What follows belongs to an exercise in optimizing a design on an open flow for small area and a short achievable clock period; a production flow would make more cautious choices. Function not checked in this run: the RTL went through the layout flow alone. Power figures rest on the tool's default switching activity, not on a simulated workload.

File: flow/design.v
module p4_core (
    input  wire        clk,
    input  wire        rst,           
    output wire [14:0] imem_addr,
    input  wire [15:0] imem_rdata,
    output wire [15:0] d_addr,
    output wire [15:0] d_wdata,
    output wire        d_we,
    output wire        d_re,
    input  wire [15:0] d_rdata,
    input  wire [15:0] irq,
    output wire        halted
);
    reg [15:0] regs [1:7];
    reg [14:0] pc;
    reg        jp;
    reg [14:0] jt;            
    reg        flag_e, flag_z, flag_c, flag_n, flag_o;
    reg [15:0] imask;
    reg [15:0] ipend;
    reg        se;
    reg [14:0] ra_reg;
    reg        rescan;
    reg        run_illegal;
    reg [15:0] held_irq;
    wire [15:0] w = imem_rdata;
    assign imem_addr = pc;
    wire [1:0] fmt   = w[15:14];
    wire [1:0] c_op  = w[13:12];
    wire [3:0] cond  = w[11:8];
    wire [2:0] rd    = w[13:11];
    wire [2:0] sub   = w[10:8];
    wire [2:0] ra    = w[5:3];
    wire [2:0] rb    = w[2:0];
    wire [4:0] code  = w[10:6];
    wire [7:0] imm8  = w[7:0];
    wire f0 = (fmt == 2'b00);
    wire f1 = (fmt == 2'b01);
    wire f2 = (fmt == 2'b10);
    wire f3 = (fmt == 2'b11);
    wire is_br   = f0 && (c_op == 2'd1);
    wire is_jmp  = f0 && (c_op == 2'd2);
    wire is_jal  = f0 && (c_op == 2'd3);
    wire is_mov  = f1 && (sub == 3'd0);
    wire is_load = f1 && (sub == 3'd2);
    wire is_stor = f1 && (sub == 3'd3);
    wire is_eni  = f1 && (sub == 3'd4);
    wire is_dsi  = f1 && (sub == 3'd5);
    wire is_rti  = f1 && (sub == 3'd6);
    wire is_int  = f1 && (sub == 3'd7);
    wire is_imm  = f3 && (sub[2:1] == 2'b00 || sub[2:1] == 2'b01) && (sub != 3'd1);
    wire is_mvih = f3 && (sub == 3'd2);
    wire is_mvil = f3 && (sub == 3'd3);
    wire is_clc  = f3 && (sub == 3'd4);
    wire is_stc  = f3 && (sub == 3'd5);
    wire is_cmc  = f3 && (sub == 3'd6);
    wire cond_ok = (cond != 4'd0) && (cond <= 4'd11);
    wire alu_ok  = code[4] ? (code[3] == 1'b0)
                           : (code[3] ? (code[2] == 1'b0) : (code[2:1] != 2'b11));
    reg legal;
    always @(*) begin
        case (fmt)
            2'b00:   legal = (c_op == 2'd0) || cond_ok;
            2'b01:   legal = (sub != 3'd1);
            2'b10:   legal = alu_ok;
            default: legal = (sub != 3'd1) && (sub != 3'd7);
        endcase
    end
    wire exec = !run_illegal && legal;
    wire [15:0] a_val = (ra == 3'd0) ? 16'h0000 : regs[ra];
    wire [15:0] b_val = (rb == 3'd0) ? 16'h0000 : regs[rb];
    reg cond_base;
    always @(*) begin
        case (cond[3:1])
            3'd1:    cond_base = flag_z;
            3'd2:    cond_base = flag_c;
            3'd3:    cond_base = flag_n;
            3'd4:    cond_base = flag_o;
            3'd5:    cond_base = ~(flag_n | flag_z);
            default: cond_base = 1'b0;
        endcase
    end
    wire cond_true = cond_base ^ cond[0];
    wire        unary  = code[2];
    wire        sub_op = unary ? ~code[0] : code[0];    
    wire [15:0] b_op   = unary ? {16{~code[0]}} : (b_val ^ {16{code[0]}});
    wire        cin    = unary ? code[0] : (code[1] ? (flag_c ^ code[0]) : code[0]);
    wire [16:0] sum    = {1'b0, a_val} + {1'b0, b_op} + {16'd0, cin};
    wire        add_c  = sum[16] ^ sub_op;
    wire        add_o  = (a_val[15] == b_op[15]) && (sum[15] != a_val[15]);
    reg [15:0] logic_r;
    always @(*) begin
        case (code[1:0])
            2'd0: logic_r = ~a_val;
            2'd1: logic_r = a_val & b_val;
            2'd2: logic_r = a_val | b_val;
            default: logic_r = a_val ^ b_val;
        endcase
    end
    reg in_bit;
    always @(*) begin
        case (code[2:1])
            2'd0: in_bit = 1'b0;
            2'd1: in_bit = code[0] ? 1'b0 : a_val[15];
            2'd2: in_bit = code[0] ? a_val[15] : a_val[0];
            default: in_bit = flag_c;
        endcase
    end
    wire [15:0] shift_r = code[0] ? {a_val[14:0], in_bit} : {in_bit, a_val[15:1]};
    wire        shift_c = code[0] ? a_val[15] : a_val[0];
    wire        shla_o  = a_val[15] ^ a_val[14];
    wire [15:0] alu_r = code[4] ? shift_r : (code[3] ? logic_r : sum[15:0]);
    wire addr_is_imask = (a_val == 16'hFFFA);
    assign d_addr  = a_val;
    assign d_wdata = b_val;
    assign d_we    = !run_illegal && is_stor && !addr_is_imask;
    assign d_re    = !run_illegal && is_load && !addr_is_imask;
    wire [15:0] load_val = addr_is_imask ? imask : d_rdata;
    wire        take = (cond_true && (is_br || is_jmp || is_jal)) || is_rti;
    wire [14:0] pc_add = pc + (is_br ? {{7{imm8[7]}}, imm8} : 15'd2);
    wire [14:0] take_target = is_rti ? ra_reg : (is_br ? pc_add : b_val[14:0]);
    wire [14:0] pc_seq = jp ? jt : (pc + 15'd1);
    wire wr_link = is_jal && cond_true;
    wire wr_full = wr_link || is_mov || is_load || f2 || (is_imm && !is_mvih && !is_mvil);
    wire wr_hi   = wr_full || is_mvih;
    wire wr_lo   = wr_full || is_mvil;
    wire [2:0] wr_idx = wr_link ? 3'd7 : rd;
    wire [15:0] imm_val = {is_mvih ? imm8 : {8{imm8[7]}}, imm8};
    wire [15:0] wr_val =
        wr_link ? {1'b0, pc_add} :
        is_mov  ? a_val :
        is_load ? load_val :
        f2      ? alu_r :
                  imm_val;
    wire arith = f2 && !code[4] && !code[3];
    wire z_n = f2 ? (alu_r == 16'h0000) : flag_z;
    wire n_n = f2 ? alu_r[15] : flag_n;
    wire c_n = f2 ? (code[4] ? shift_c : (code[3] ? flag_c : add_c)) :
               is_clc ? 1'b0 : is_stc ? 1'b1 : is_cmc ? ~flag_c : flag_c;
    wire o_n = f2 ? (code[4] ? ((code[2:0] == 3'd3) ? shla_o : flag_o)
                             : (code[3] ? flag_o : add_o)) : flag_o;
    wire e_exec = is_eni ? 1'b1 : is_dsi ? 1'b0 : is_rti ? se : flag_e;
    wire        stor_imask  = is_stor && addr_is_imask;
    wire [15:0] imask_exec  = stor_imask ? b_val : imask;
    wire [15:0] raises      = irq | held_irq;
    wire        rescan_exec = rescan || is_eni;      
    wire [15:0] rescan_hits = ipend & imask_exec;
    wire        rescan_hit  = rescan_exec && (rescan_hits != 16'h0000);
    wire [15:0] raise_ok    = e_exec ? (raises & (imask_exec | 16'h8000)) : 16'h0000;
    wire        raise_hit   = (raise_ok != 16'h0000);
    wire [15:0] cand        = rescan_hit ? rescan_hits : raise_ok;
    wire [15:0] pick = cand & (~cand + 16'd1);
    wire [3:0]  pick_idx;
    assign pick_idx[0] = |(pick & 16'hAAAA);
    assign pick_idx[1] = |(pick & 16'hCCCC);
    assign pick_idx[2] = |(pick & 16'hF0F0);
    assign pick_idx[3] = |(pick & 16'hFF00);
    wire        svc        = is_int || rescan_hit || raise_hit;
    wire [14:0] svc_vector = {7'h7F, is_int ? imm8 : {pick_idx, 4'h0}};
    wire [15:0] svc_clear  = (!is_int && rescan_hit) ? pick : 16'h0000;
    wire [15:0] svc_taken  = (!is_int && !rescan_hit) ? pick : 16'h0000;
    wire [15:0] wr_val_r = wr_val & {16{~rst}};
    integer i;
    always @(posedge clk) begin
        for (i = 1; i < 8; i = i + 1) begin
            if (rst || (exec && wr_hi && wr_idx == i))
                regs[i][15:8] <= wr_val_r[15:8];
            if (rst || (exec && wr_lo && wr_idx == i))
                regs[i][7:0] <= wr_val_r[7:0];
        end
    end
    always @(posedge clk) begin
        jt <= take_target;
        if (rst) begin
            pc          <= 15'd0;
            jp          <= 1'b0;
            flag_e      <= 1'b0;
            flag_z      <= 1'b0;
            flag_c      <= 1'b0;
            flag_n      <= 1'b0;
            flag_o      <= 1'b0;
            imask       <= 16'h0000;
            ipend       <= 16'h0000;
            se          <= 1'b0;
            ra_reg      <= 15'd0;
            rescan      <= 1'b0;
            run_illegal <= 1'b0;
            held_irq    <= 16'h0000;
        end else if (!run_illegal && !legal) begin
            run_illegal <= 1'b1;
        end else if (exec) begin
            flag_z <= z_n;
            flag_c <= c_n;
            flag_n <= n_n;
            flag_o <= o_n;
            imask  <= imask_exec;
            if (take) begin
                jp       <= 1'b1;
                pc       <= pc_seq;
                flag_e   <= e_exec;
                rescan   <= rescan || is_rti;
                held_irq <= raises;
            end else begin
                jp       <= 1'b0;
                held_irq <= 16'h0000;
                rescan   <= is_int && rescan;
                ipend    <= (ipend & ~svc_clear) | (raises & ~svc_taken);
                if (svc) begin
                    se     <= e_exec;
                    flag_e <= 1'b0;
                    ra_reg <= pc_seq;
                    pc     <= svc_vector;
                end else begin
                    flag_e <= e_exec;
                    pc     <= pc_seq;
                end
            end
        end
    end
    assign halted = run_illegal;
endmodule
File: flow/run.sh
#!/bin/bash
# synth_recipe.tcl (not shown) runs the flow's synth.tcl, then flattens the netlist and writes it again
# the make line also repeats each setting of config.mk as NAME=value (left out here)
make -C /OpenROAD-flow-scripts/flow DESIGN_CONFIG=/design/flow/config.mk WORK_HOME=/design/flow/orfs CLKGATE_MAP_FILE= SYNTH_SCRIPT=/design/flow/synth_recipe.tcl finish
File: flow/config.mk
export PLATFORM = sky130hd
export DESIGN_NAME = p4_core
export DESIGN_NICKNAME = p4_core
export VERILOG_FILES = /design/flow/design.v
export SDC_FILE = /design/flow/constraint.sdc
export NUM_CORES = 4
export LEC_CHECK = 0
export CAP_MARGIN = 20
export CORE_MARGIN = 2
export CORE_UTILIZATION = 40
export SLEW_MARGIN = 20
File: flow/constraint.sdc
create_clock -name core_clock -period 8.0 [get_ports {clk}]
set_input_delay 1.6000 -clock core_clock [delete_from_list [all_inputs] [get_ports {clk}]]
set_output_delay 1.6000 -clock core_clock [all_outputs]
set_load 0.01 [all_outputs]
==> results.yml <==
grt:
  grtUsageTotal: 0.306
  antenna_found_initial: 0
  grt_pass1_wl_mm: 94.4
  grt-ovfl-total: 0
  grt_pass1_vias: 14700
  grt_max_degree: 63
timing:
  finalSetupViolations: 0
  tightest_slew_ns: 1.07
  finClkSkew_ns: 0.0260
  maxSlewViolCount: 0
  min_period_over_period: 0.931
  fin_tns_setup_ns: 0
  rsz0062_at_grt: "no"
  maxSlewHeadroom: 0.282
  post-route-min-period_ns: 7.45
  whs_ns: 0.453
  fmax_ghz: 0.134
  finalHoldViolCount: 0
clock_network:
  cts_setup_buffers: 0
  cts_hold_buf: 0
  ctsResizeCount: 0
  cts-root-buf: "clkbuf_16"
  h-tree-depth: 1
  cts_tree: "yes"
  clk_pin_slew_ns: 0.06
  numCtsBuffers: 25
  clock_sinks: 214
  cts.path.max_buffers: 3
  clock_latency_ns: 0.57
detailed_routing:
  drt_iter0_drc: 2064
  first_pass_iters: 6
  routedWlPerCell_um: 25.8
  drtAntennaViolNets: 0
  vias: 15700
  drc: 0
  vias_per_cell: 6.31
  drt-total-wl_mm: 64.0
synth:
  synth_top_cell_by_area: "edfxtp_1"
  ys_seq_area_frac: 0.345
  ys.warnings.count: 18
  synth_edf_count: 112
  synth_nets: 1969
  synth.most_common_cell: "nor2_1"
  synth_cell_types: 100
  ys_top_cells_by_area: "edfxtp_1 21%, dfxtp_1 13%, ha_1 5.2%"
  synth_top_area_share: 0.214
  synthesis.area_sq_um: 15700
  netlist_instances: 1851
  avgSynthCellArea_sq_um: 8.48
  async_reset_ff_frac: 0
  yosys_most_used_dff: "edfxtp_1"
  yosys_register_bits: 214
  ys_top_cells_by_count: "210 x nor2_1, 193 x nand2_1, 154 x a21oi_1"
pwr:
  irDropWorstVdd_mv: 0.138
  totalPowerFinal_mw: 3.46
  leakagePower_nw: 6.88
  powerDensity_nw_per_um2: 190
layout:
  area_growth_pct: 16.2
  layout-drive-gt1-share: 0.105
  largest_reg_flops: 112
  finalNetCount: 2063
  stdcell_area_sq_um: 18200
  regMostFlops: "regs"
die:
  std_cell_rows: 72
  ios: 100
  die_w_um: 202
  die_h_um: 202
  fp.dieArea_sq_um: 40800
  initial_utilization: 0.406
  core-area_sq_um: 38600
setup_path:
  reg2reg_to: "regs[7][14]"
  worstPathMaxFanout: 27
  reg2reg_from: "regs[6][0]"
  cp_data_arrival_time_ns: 7.68
  cp_common_cell: "nor2b_1"
  slowest_stage: "a311oi_1"
  max_stage_delay_ns: 0.86
  r2r_setup_slack_ns: 1.82
  critical_path_class: "in2reg"
  cp.required_ns: 8.23
  crit_chain: "buf_2 > buf_4 > nor2b_1 > nor2b_1 > a221oi_1 > a21oi_1 > nor2_1 > xnor2_1 > ha_1 > nor2b_1 > o21ai_0 > a21boi_0 > o21ai_0 > a21boi_0 > o2111ai_1 > a31oi_1 > a31oi_1 > xnor2_1 > a211oi_1 > a21oi_1 > o221ai_1 > a311oi_1"
  cp-start-kind: "input pin"
  crit_path_end_kind: "register"
  r2r_cells: 22
placed_design:
  dpl.hpwl_mm: 47.8
  portBuffers: 99
  placed_cell_area_sq_um: 17400
  place_congestion: 1.07
worst_hold_path:
  hold_depth: 2
  hold_path_end: "jt[5]"
  min_from: "ra_reg[5]"
  hp-class: "reg2reg"
outcome:
  status: "timing/DRC/antenna clean"
job:
  max_cap_viol_count: 0
power by group:
group / internal (mW) / switching [mW] / leakage (nW)
registers: 1.26 / 0.0778 / 1.98
clock network: 0.627 / 0.479 / 0.379
logic: 0.388 / 0.628 / 4.53
total: 2.28 / 1.18 / 6.88
layer usage:
metal	share of wire	vias up	track usage
li1	-	7049	-
met1	0.42	7581	0.421
met2	0.43	888	0.463
met3	0.098	137	0.0571
met4	0.048	0	0.144
met5	0	-	0
per-stage QoR:
step,setup slack [ns],std cells,utilization
global placement,0.203,2436,0.452
CTS,0.660,2481,0.471
global route,0.211,2481,0.471
detailed placement,0.187,2436,0.452
finish,0.553,2482,0.472
floorplan,1.25,1851,-
layout by cell type (no fill, tap or decap), drive strengths merged, types with 12 or more instances in the layout:
master / count
o21ai: 128
clkbuf: 33
inv: 69
nor2: 210
nand2b: 27
xnor2: 40
nand3: 53
dfxtp: 102
clkinv: 12
o211ai: 12
a21boi: 22
a21oi: 154
a31oi: 35
mux2i: 76
nor2b: 19
ha: 65
and3: 12
clkdlybuf4s50: 92
mux2: 30
a221oi: 31
a311oi: 13
edfxtp: 112
a211oi: 39
nor3: 40
xor2: 12
a21o: 19
or2: 14
buf: 96
o22ai: 16
nand2: 193
worst max-delay path by stage:
stage | startpoint | endpoint | slack, ns
final | imem_rdata[1] | regs[7][14] | 0.55
after CTS | imem_rdata[3] | d_re | 0.66
after global placement | imem_rdata[1] | regs[3][14] | 0.20
after detailed placement | imem_rdata[1] | regs[6][14] | 0.19
after floorplan | imem_rdata[0] | regs[1][15] | 1.25
after global routing | imem_rdata[1] | regs[1][14] | 0.21
worst max-delay path, delay by kind of cell:
family / cells / cell delay (ns)
buf+inv: 2 / 0.68
xor+xnor: 2 / 0.32
fa+ha+maj: 1 / 0.33
simple gates: 4 / 1.12
compound gates: 13 / 3.59
cell families after synthesis:
kind of cell               share of synthesized area
muxes                                         0.0861
AOI/OAI and AO/OA                              0.246
and+or+nand+nor                                0.188
buffers and inverters                         0.0502
xor gates and xnor gates                      0.0290
DFF                                            0.345
adders and majority gates                     0.0557
layout make-up:
class	count	area, sq um
fillers	3750	20400
inverters	70	263
clock buffers	33	676
multi-input cells	1446	9510
diodes	1	2.50
well taps	518	648
repair buffers	188	1620
flip-flops and latches	214	5410
clock inverters	12	96.3

afterwards: timing with drivers on the ports:
How much do the figures lean on ideal ports? The routed layout below was timed once more, with nothing changed but the port constraints. Step 1 (the two cells are an assumption about what drives the block):
set clk [get_ports {clk}]
set_driving_cell -lib_cell sky130_fd_sc_hd__clkbuf_16 $clk
set_driving_cell -lib_cell sky130_fd_sc_hd__buf_2 [delete_from_list [all_inputs] $clk]
Step 2 times the ports against the registers' clock, not the clock port: input delays grow and output delays shrink by t, the midpoint of the rising clock arrivals with the driver on. Three values: no drivers, after step 1, after step 2; two values: the first two.
shift t [ns]: 0.608
setup WS [ns]: 0.553 / 0.549 / -0.024
hold WS [ns]: 0.453 / 0.453 / 0.453
worst data-port slew with drivers (ns): 0.04
pins driven straight from the clock port: 1
Met with ideal ports but missed after step 2: setup timing in this run. The setup slack of this run moves by -0.004 ns with the drivers and by -0.577 ns with both steps.
